What follows belongs to an exercise in optimizing a design on an open flow for small area, a short achievable clock period and few clock cycles per item; a production flow would make more cautious choices.

==> inputs of 11-26 <==
## aes256_cbc
module aes256_cbc #(
  parameter [127:0] IV0 = 128'h0102030405060708090a0b0c0d0e0f10
) (
  input  wire         clk,
  input  wire         rst,         
  input  wire         in_valid,
  output wire         in_ready,
  input  wire [1:0]   in_op,
  input  wire         in_first,
  input  wire [127:0] in_data,
  input  wire [255:0] in_key,
  output wire         out_valid,
  input  wire         out_ready,
  output wire [127:0] out_data,
  output wire [1:0]   out_err
);
make LEC_CHECK=0 CAP_MARGIN=20 CORE_MARGIN=2 CORE_UTILIZATION=45 PLACE_DENSITY=0.6 SETUP_SLACK_MARGIN=2 SLEW_MARGIN=20 SYNTH_HIERARCHICAL=1 SYNTH_MINIMUM_KEEP_SIZE=0 finish   # period 11.0 ns
run.sh (not shown) runs the stock make flow with config.mk's settings and CLKGATE_MAP_FILE= SYNTH_SCRIPT=/design/flow/synth_recipe.tcl, a recipe that flattens the netlist after the stock synthesis.
==> 04-06: changes against 11-26 <==
--- a/flow/design.v
+++ b/flow/design.v
@@ -137,20 +137,18 @@
   wire S3; sb_xor g123 (.a(L6), .b(L21), .y(S3));
   wire S4; sb_xor g124 (.a(L20), .b(L22), .y(S4));
   wire S5; sb_xor g125 (.a(L25), .b(L29), .y(S5));
   wire S6; sb_xnor g126 (.a(L13), .b(L27), .y(S6));
   wire S7; sb_xnor g127 (.a(L6), .b(L23), .y(S7));
   wire [7:0] s = {S0, S1, S2, S3, S4, S5, S6, S7};
   assign y = s;
 endmodule
-module aes_sbox_ed (input wire [7:0] a, input wire dec, output wire [7:0] y, output wire [7:0] yi);
-  wire [7:0] ai = {a[6] ^ a[4] ^ a[1], a[5] ^ a[3] ^ a[0], a[7] ^ a[4] ^ a[2], a[6] ^ a[3] ^ a[1],
-                   a[5] ^ a[2] ^ a[0], ~(a[7] ^ a[4] ^ a[1]), a[6] ^ a[3] ^ a[0], ~(a[7] ^ a[5] ^ a[2])};
-  wire [7:0] x = dec ? ai : a;
+module aes_sbox_ed (input wire [7:0] a, output wire [7:0] y, output wire [7:0] yi);
+  wire [7:0] x = a;
   wire U0 = x[7];
   wire U1 = x[6];
   wire U2 = x[5];
   wire U3 = x[4];
   wire U4 = x[3];
   wire U5 = x[2];
   wire U6 = x[1];
   wire U7 = x[0];
@@ -278,20 +276,19 @@
   wire S1; sb_xnor g121 (.a(L16), .b(L26), .y(S1));
   wire S2; sb_xnor g122 (.a(L19), .b(L28), .y(S2));
   wire S3; sb_xor g123 (.a(L6), .b(L21), .y(S3));
   wire S4; sb_xor g124 (.a(L20), .b(L22), .y(S4));
   wire S5; sb_xor g125 (.a(L25), .b(L29), .y(S5));
   wire S6; sb_xnor g126 (.a(L13), .b(L27), .y(S6));
   wire S7; sb_xnor g127 (.a(L6), .b(L23), .y(S7));
   wire [7:0] s = {S0, S1, S2, S3, S4, S5, S6, S7};
-  wire [7:0] si = {s[6] ^ s[4] ^ s[1], s[5] ^ s[3] ^ s[0], s[7] ^ s[4] ^ s[2], s[6] ^ s[3] ^ s[1],
-                   s[5] ^ s[2] ^ s[0], ~(s[7] ^ s[4] ^ s[1]), s[6] ^ s[3] ^ s[0], ~(s[7] ^ s[5] ^ s[2])};
   assign y = s;
-  assign yi = si;
+  assign yi = {s[6] ^ s[4] ^ s[1], s[5] ^ s[3] ^ s[0], s[7] ^ s[4] ^ s[2], s[6] ^ s[3] ^ s[1],
+               s[5] ^ s[2] ^ s[0], ~(s[7] ^ s[4] ^ s[1]), s[6] ^ s[3] ^ s[0], ~(s[7] ^ s[5] ^ s[2])};
 endmodule
 module aes256_cbc #(
   parameter [127:0] IV0 = 128'h0102030405060708090a0b0c0d0e0f10
 ) (
   input  wire         clk,
   input  wire         rst,         
   input  wire         in_valid,
   output wire         in_ready,
@@ -344,49 +341,63 @@
       a0 = c[31:24]; a1 = c[23:16]; a2 = c[15:8]; a3 = c[7:0];
       s01 = a0 ^ a1; s12 = a1 ^ a2; s23 = a2 ^ a3; s30 = a3 ^ a0;
       mix_col[31:24] = xtime(s01) ^ a1 ^ s23;
       mix_col[23:16] = xtime(s12) ^ a2 ^ s30;
       mix_col[15:8]  = xtime(s23) ^ a3 ^ s01;
       mix_col[7:0]   = xtime(s30) ^ a0 ^ s12;
     end
   endfunction
-  function automatic [31:0] pre_col(input [31:0] c, input en);
+  function automatic [31:0] pre_col(input [31:0] c);
     reg [7:0] a0, a1, a2, a3, u, v;
     begin
       a0 = c[31:24]; a1 = c[23:16]; a2 = c[15:8]; a3 = c[7:0];
-      u = xtime(xtime(a0 ^ a2)) & {8{en}};
-      v = xtime(xtime(a1 ^ a3)) & {8{en}};
+      u = xtime(xtime(a0 ^ a2));
+      v = xtime(xtime(a1 ^ a3));
       pre_col = {a0 ^ u, a1 ^ v, a2 ^ u, a3 ^ v};
     end
   endfunction
+  function automatic [31:0] inv_mix_col(input [31:0] c);
+    inv_mix_col = mix_col(pre_col(c));
+  endfunction
+  function automatic [7:0] ainv(input [7:0] b);
+    ainv = {b[6] ^ b[4] ^ b[1], b[5] ^ b[3] ^ b[0], b[7] ^ b[4] ^ b[2], b[6] ^ b[3] ^ b[1],
+            b[5] ^ b[2] ^ b[0], ~(b[7] ^ b[4] ^ b[1]), b[6] ^ b[3] ^ b[0], ~(b[7] ^ b[5] ^ b[2])};
+  endfunction
+  function automatic [127:0] ainv_all(input [127:0] v);
+    integer i;
+    begin
+      for (i = 0; i < 16; i = i + 1) ainv_all[8*i +: 8] = ainv(v[8*i +: 8]);
+    end
+  endfunction
   wire [127:0] sb, sbi;
   genvar g;
   generate
     for (g = 0; g < 16; g = g + 1) begin : g_sbox
-      aes_sbox_ed u_sb (.a(state[8*g +: 8]), .dec(dec), .y(sb[8*g +: 8]), .yi(sbi[8*g +: 8]));
+      aes_sbox_ed u_sb (.a(state[8*g +: 8]), .y(sb[8*g +: 8]), .yi(sbi[8*g +: 8]));
     end
   endgenerate
   reg [127:0] sr, isr;
   integer r, c;
   always @(*) begin
     for (r = 0; r < 4; r = r + 1)
       for (c = 0; c < 4; c = c + 1) begin
         sr[127 - 8*(r + 4*c) -: 8]  = sb[127 - 8*(r + 4*((c + r) % 4)) -: 8];
         isr[127 - 8*(r + 4*c) -: 8] = sbi[127 - 8*(r + 4*((c + 4 - r) % 4)) -: 8];
       end
   end
   wire [127:0] wa   = w[255:128];
   wire [127:0] rkey = w[127:0];       
-  wire [127:0] x1 = dec ? (isr ^ rkey) : sr;
-  wire [127:0] x2 = {pre_col(x1[127:96], dec), pre_col(x1[95:64], dec),
-                     pre_col(x1[63:32], dec),  pre_col(x1[31:0], dec)};
-  wire [127:0] q_norm = {mix_col(x2[127:96]), mix_col(x2[95:64]),
-                         mix_col(x2[63:32]),  mix_col(x2[31:0])} ^ (rkey & {128{!dec}});
-  wire [127:0] q_last = x1 ^ (dec ? mask : rkey);
+  wire [127:0] z     = isr ^ rkey;
+  wire [127:0] q_enc = {mix_col(sr[127:96]), mix_col(sr[95:64]),
+                        mix_col(sr[63:32]),  mix_col(sr[31:0])} ^ rkey;
+  wire [127:0] q_dec = ainv_all({inv_mix_col(z[127:96]), inv_mix_col(z[95:64]),
+                                 inv_mix_col(z[63:32]),  inv_mix_col(z[31:0])});
+  wire [127:0] q_norm = dec ? q_dec : q_enc;
+  wire [127:0] q_last = dec ? (z ^ mask) : (sr ^ rkey);
   wire [31:0] ks_in  = rkey[31:0];
   wire [31:0] ks_rot = rnd[0] ? {ks_in[23:0], ks_in[31:24]} : ks_in;
   wire [31:0] ks_sub;
   generate
     for (g = 0; g < 4; g = g + 1) begin : g_ksbox
       aes_sbox u_ksb (.a(ks_rot[8*g +: 8]), .y(ks_sub[8*g +: 8]));
     end
   endgenerate
@@ -409,17 +420,18 @@
   wire [31:0]  e2 = wa[63:32] ^ (dec ? wa[95:64]  : e1);
   wire [31:0]  e3 = wa[31:0]  ^ (dec ? wa[63:32]  : e2);
   wire [255:0] w_step = {rkey, e0, e1, e2, e3};
   wire [127:0] cv     = (fin && is_enc && !parked) ? q_last : chain;     
   wire [127:0] xin    = in_first ? IV0 : cv;
   wire         new_enc = (in_op == OP_ENC) && aesv;
   wire         new_dec = (in_op == OP_DEC) && aesv;
   wire [255:0] kstart = (new_dec && !(busy && is_kexp)) ? kn : k0;
-  wire [127:0] init   = in_data ^ (xin & {128{new_enc}}) ^ kstart[255:128];
+  wire [127:0] init_x = in_data ^ (xin & {128{new_enc}}) ^ kstart[255:128];
+  wire [127:0] init   = new_dec ? ainv_all(init_x) : init_x;
   wire         load_w = (accept && (new_enc || new_dec)) || (busy && is_kexp && rnd == 4'd0);
   always @(posedge clk) begin
     state <= accept ? init : q_norm;
     w <= load_w ? kstart : w_step;
     if (accept && in_op == OP_KEXP) k0 <= in_key;
     if (at_end && is_kexp)          kn <= {e0, e1, e2, e3, rkey};
     if (accept && new_dec)          mask <= xin;
     else if (park)                  mask <= q_last;
==> 08-25: changes against 11-26 <==
Settings changed: SETUP_SLACK_MARGIN 2 to 3.
==> 10-02: changes against 11-26 <==
--- a/flow/design.v
+++ b/flow/design.v
@@ -137,20 +137,18 @@
   wire S3; sb_xor g123 (.a(L6), .b(L21), .y(S3));
   wire S4; sb_xor g124 (.a(L20), .b(L22), .y(S4));
   wire S5; sb_xor g125 (.a(L25), .b(L29), .y(S5));
   wire S6; sb_xnor g126 (.a(L13), .b(L27), .y(S6));
   wire S7; sb_xnor g127 (.a(L6), .b(L23), .y(S7));
   wire [7:0] s = {S0, S1, S2, S3, S4, S5, S6, S7};
   assign y = s;
 endmodule
-module aes_sbox_ed (input wire [7:0] a, input wire dec, output wire [7:0] y, output wire [7:0] yi);
-  wire [7:0] ai = {a[6] ^ a[4] ^ a[1], a[5] ^ a[3] ^ a[0], a[7] ^ a[4] ^ a[2], a[6] ^ a[3] ^ a[1],
-                   a[5] ^ a[2] ^ a[0], ~(a[7] ^ a[4] ^ a[1]), a[6] ^ a[3] ^ a[0], ~(a[7] ^ a[5] ^ a[2])};
-  wire [7:0] x = dec ? ai : a;
+module aes_sbox_ed (input wire [7:0] a, output wire [7:0] y, output wire [7:0] yi);
+  wire [7:0] x = a;
   wire U0 = x[7];
   wire U1 = x[6];
   wire U2 = x[5];
   wire U3 = x[4];
   wire U4 = x[3];
   wire U5 = x[2];
   wire U6 = x[1];
   wire U7 = x[0];
@@ -278,20 +276,19 @@
   wire S1; sb_xnor g121 (.a(L16), .b(L26), .y(S1));
   wire S2; sb_xnor g122 (.a(L19), .b(L28), .y(S2));
   wire S3; sb_xor g123 (.a(L6), .b(L21), .y(S3));
   wire S4; sb_xor g124 (.a(L20), .b(L22), .y(S4));
   wire S5; sb_xor g125 (.a(L25), .b(L29), .y(S5));
   wire S6; sb_xnor g126 (.a(L13), .b(L27), .y(S6));
   wire S7; sb_xnor g127 (.a(L6), .b(L23), .y(S7));
   wire [7:0] s = {S0, S1, S2, S3, S4, S5, S6, S7};
-  wire [7:0] si = {s[6] ^ s[4] ^ s[1], s[5] ^ s[3] ^ s[0], s[7] ^ s[4] ^ s[2], s[6] ^ s[3] ^ s[1],
-                   s[5] ^ s[2] ^ s[0], ~(s[7] ^ s[4] ^ s[1]), s[6] ^ s[3] ^ s[0], ~(s[7] ^ s[5] ^ s[2])};
   assign y = s;
-  assign yi = si;
+  assign yi = {s[6] ^ s[4] ^ s[1], s[5] ^ s[3] ^ s[0], s[7] ^ s[4] ^ s[2], s[6] ^ s[3] ^ s[1],
+               s[5] ^ s[2] ^ s[0], ~(s[7] ^ s[4] ^ s[1]), s[6] ^ s[3] ^ s[0], ~(s[7] ^ s[5] ^ s[2])};
 endmodule
 module aes256_cbc #(
   parameter [127:0] IV0 = 128'h0102030405060708090a0b0c0d0e0f10
 ) (
   input  wire         clk,
   input  wire         rst,         
   input  wire         in_valid,
   output wire         in_ready,
@@ -344,49 +341,63 @@
       a0 = c[31:24]; a1 = c[23:16]; a2 = c[15:8]; a3 = c[7:0];
       s01 = a0 ^ a1; s12 = a1 ^ a2; s23 = a2 ^ a3; s30 = a3 ^ a0;
       mix_col[31:24] = xtime(s01) ^ a1 ^ s23;
       mix_col[23:16] = xtime(s12) ^ a2 ^ s30;
       mix_col[15:8]  = xtime(s23) ^ a3 ^ s01;
       mix_col[7:0]   = xtime(s30) ^ a0 ^ s12;
     end
   endfunction
-  function automatic [31:0] pre_col(input [31:0] c, input en);
+  function automatic [31:0] pre_col(input [31:0] c);
     reg [7:0] a0, a1, a2, a3, u, v;
     begin
       a0 = c[31:24]; a1 = c[23:16]; a2 = c[15:8]; a3 = c[7:0];
-      u = xtime(xtime(a0 ^ a2)) & {8{en}};
-      v = xtime(xtime(a1 ^ a3)) & {8{en}};
+      u = xtime(xtime(a0 ^ a2));
+      v = xtime(xtime(a1 ^ a3));
       pre_col = {a0 ^ u, a1 ^ v, a2 ^ u, a3 ^ v};
     end
   endfunction
+  function automatic [31:0] inv_mix_col(input [31:0] c);
+    inv_mix_col = mix_col(pre_col(c));
+  endfunction
+  function automatic [7:0] ainv(input [7:0] b);
+    ainv = {b[6] ^ b[4] ^ b[1], b[5] ^ b[3] ^ b[0], b[7] ^ b[4] ^ b[2], b[6] ^ b[3] ^ b[1],
+            b[5] ^ b[2] ^ b[0], ~(b[7] ^ b[4] ^ b[1]), b[6] ^ b[3] ^ b[0], ~(b[7] ^ b[5] ^ b[2])};
+  endfunction
+  function automatic [127:0] ainv_all(input [127:0] v);
+    integer i;
+    begin
+      for (i = 0; i < 16; i = i + 1) ainv_all[8*i +: 8] = ainv(v[8*i +: 8]);
+    end
+  endfunction
   wire [127:0] sb, sbi;
   genvar g;
   generate
     for (g = 0; g < 16; g = g + 1) begin : g_sbox
-      aes_sbox_ed u_sb (.a(state[8*g +: 8]), .dec(dec), .y(sb[8*g +: 8]), .yi(sbi[8*g +: 8]));
+      aes_sbox_ed u_sb (.a(state[8*g +: 8]), .y(sb[8*g +: 8]), .yi(sbi[8*g +: 8]));
     end
   endgenerate
   reg [127:0] sr, isr;
   integer r, c;
   always @(*) begin
     for (r = 0; r < 4; r = r + 1)
       for (c = 0; c < 4; c = c + 1) begin
         sr[127 - 8*(r + 4*c) -: 8]  = sb[127 - 8*(r + 4*((c + r) % 4)) -: 8];
         isr[127 - 8*(r + 4*c) -: 8] = sbi[127 - 8*(r + 4*((c + 4 - r) % 4)) -: 8];
       end
   end
   wire [127:0] wa   = w[255:128];
   wire [127:0] rkey = w[127:0];       
-  wire [127:0] x1 = dec ? (isr ^ rkey) : sr;
-  wire [127:0] x2 = {pre_col(x1[127:96], dec), pre_col(x1[95:64], dec),
-                     pre_col(x1[63:32], dec),  pre_col(x1[31:0], dec)};
-  wire [127:0] q_norm = {mix_col(x2[127:96]), mix_col(x2[95:64]),
-                         mix_col(x2[63:32]),  mix_col(x2[31:0])} ^ (rkey & {128{!dec}});
-  wire [127:0] q_last = x1 ^ (dec ? mask : rkey);
+  wire [127:0] z     = isr ^ rkey;
+  wire [127:0] q_enc = {mix_col(sr[127:96]), mix_col(sr[95:64]),
+                        mix_col(sr[63:32]),  mix_col(sr[31:0])} ^ rkey;
+  wire [127:0] q_dec = ainv_all({inv_mix_col(z[127:96]), inv_mix_col(z[95:64]),
+                                 inv_mix_col(z[63:32]),  inv_mix_col(z[31:0])});
+  wire [127:0] q_norm = dec ? q_dec : q_enc;
+  wire [127:0] q_last = dec ? (z ^ mask) : (sr ^ rkey);
   wire [31:0] ks_in  = rkey[31:0];
   wire [31:0] ks_rot = rnd[0] ? {ks_in[23:0], ks_in[31:24]} : ks_in;
   wire [31:0] ks_sub;
   generate
     for (g = 0; g < 4; g = g + 1) begin : g_ksbox
       aes_sbox u_ksb (.a(ks_rot[8*g +: 8]), .y(ks_sub[8*g +: 8]));
     end
   endgenerate
@@ -409,17 +420,18 @@
   wire [31:0]  e2 = wa[63:32] ^ (dec ? wa[95:64]  : e1);
   wire [31:0]  e3 = wa[31:0]  ^ (dec ? wa[63:32]  : e2);
   wire [255:0] w_step = {rkey, e0, e1, e2, e3};
   wire [127:0] cv     = (fin && is_enc && !parked) ? q_last : chain;     
   wire [127:0] xin    = in_first ? IV0 : cv;
   wire         new_enc = (in_op == OP_ENC) && aesv;
   wire         new_dec = (in_op == OP_DEC) && aesv;
   wire [255:0] kstart = (new_dec && !(busy && is_kexp)) ? kn : k0;
-  wire [127:0] init   = in_data ^ (xin & {128{new_enc}}) ^ kstart[255:128];
+  wire [127:0] init_x = in_data ^ (xin & {128{new_enc}}) ^ kstart[255:128];
+  wire [127:0] init   = new_dec ? ainv_all(init_x) : init_x;
   wire         load_w = (accept && (new_enc || new_dec)) || (busy && is_kexp && rnd == 4'd0);
   always @(posedge clk) begin
     state <= accept ? init : q_norm;
     w <= load_w ? kstart : w_step;
     if (accept && in_op == OP_KEXP) k0 <= in_key;
     if (at_end && is_kexp)          kn <= {e0, e1, e2, e3, rkey};
     if (accept && new_dec)          mask <= xin;
     else if (park)                  mask <= q_last;
Settings changed: TNS_END_PERCENT set to 10.
==> qor summary <==
item	11-26	04-06	08-25	10-02
Total core area	217,000 sq um	227,000 sq um	217,000 sq um	227,000 sq um
Gpl congestion	1.03	1.06	1.03	1.07
Worst Clk Skew	0.0601 ns	0.0459 ns	0.0669 ns	0.0773 ns
Reg area	33,700 sq um	33,700 sq um	33,800 sq um	33,700 sq um
Endpoint of the worst-slack reg-to-reg timing path	state[21]	state[22]	state[116]	state[87]
Number of vias per cell	5.60	5.71	5.58	5.67
Number of non-clock buffers in the layout	1,009	894	1,740	885
Via count of the routed design	76,200	81,100	79,900	80,500
Hold wc startpoint	err[1]	err[0]	err[1]	w[44]
Die Wd	472 um	482 um	472 um	482 um
Post-Synthesis Cells	10,000	10,700	10,000	10,700
Part of the Yosys area used for sequential elements	34.3%	32.7%	34.3%	32.7%
Vertical die dimension	472 um	482 um	472 um	482 um
Status	no timing/DRC/antenna violations	no timing/DRC/antenna violations	no timing/DRC/antenna violations	no timing/DRC/antenna violations
Area after detailed placement	107,000 sq um	112,000 sq um	107,000 sq um	112,000 sq um
Met2 WL	177 mm	187 mm	192 mm	186 mm
Starting utilization of the core area	45.3%	45.3%	45.3%	45.3%
Total die area	222,000 sq um	233,000 sq um	222,000 sq um	233,000 sq um
No run of this note included a check of the RTL's function; only the layout flow was run.

## re-timing with driven ports
No port has a modelled driver above. Below, the same layouts with a new extraction and two added sets of constraints.
Step 1 (the two cells are an assumption about what drives the block):
set clk [get_ports {clk}]
set_driving_cell -lib_cell sky130_fd_sc_hd__clkbuf_16 $clk
set_driving_cell -lib_cell sky130_fd_sc_hd__buf_2 [delete_from_list [all_inputs] $clk]
Step 2 also shifts input and output timing later by t, the mid clock arrival at the registers, as if the neighbouring blocks saw the same clock.
a / b / c = ideal / step 1 / step 2; a / b = the first two.
| run | t, ns | slack for setup (ns) | worst setup path at the end | worst data-port slew with drivers (ns) |
|---|---|---|---|---|
| 11-26 | 0.930 | 2.185 / 2.185 / 2.185 | register to register | 0.30 |
| 04-06 | 0.939 | 2.263 / 2.263 / 2.263 | register to register | 0.17 |
| 08-25 | 0.938 | 2.688 / 2.688 / 2.688 | register to register | 0.34 |
| 10-02 | 0.947 | 2.061 / 2.061 / 2.061 | register to register | 0.18 |
After both steps setup and hold are still met in every run listed.
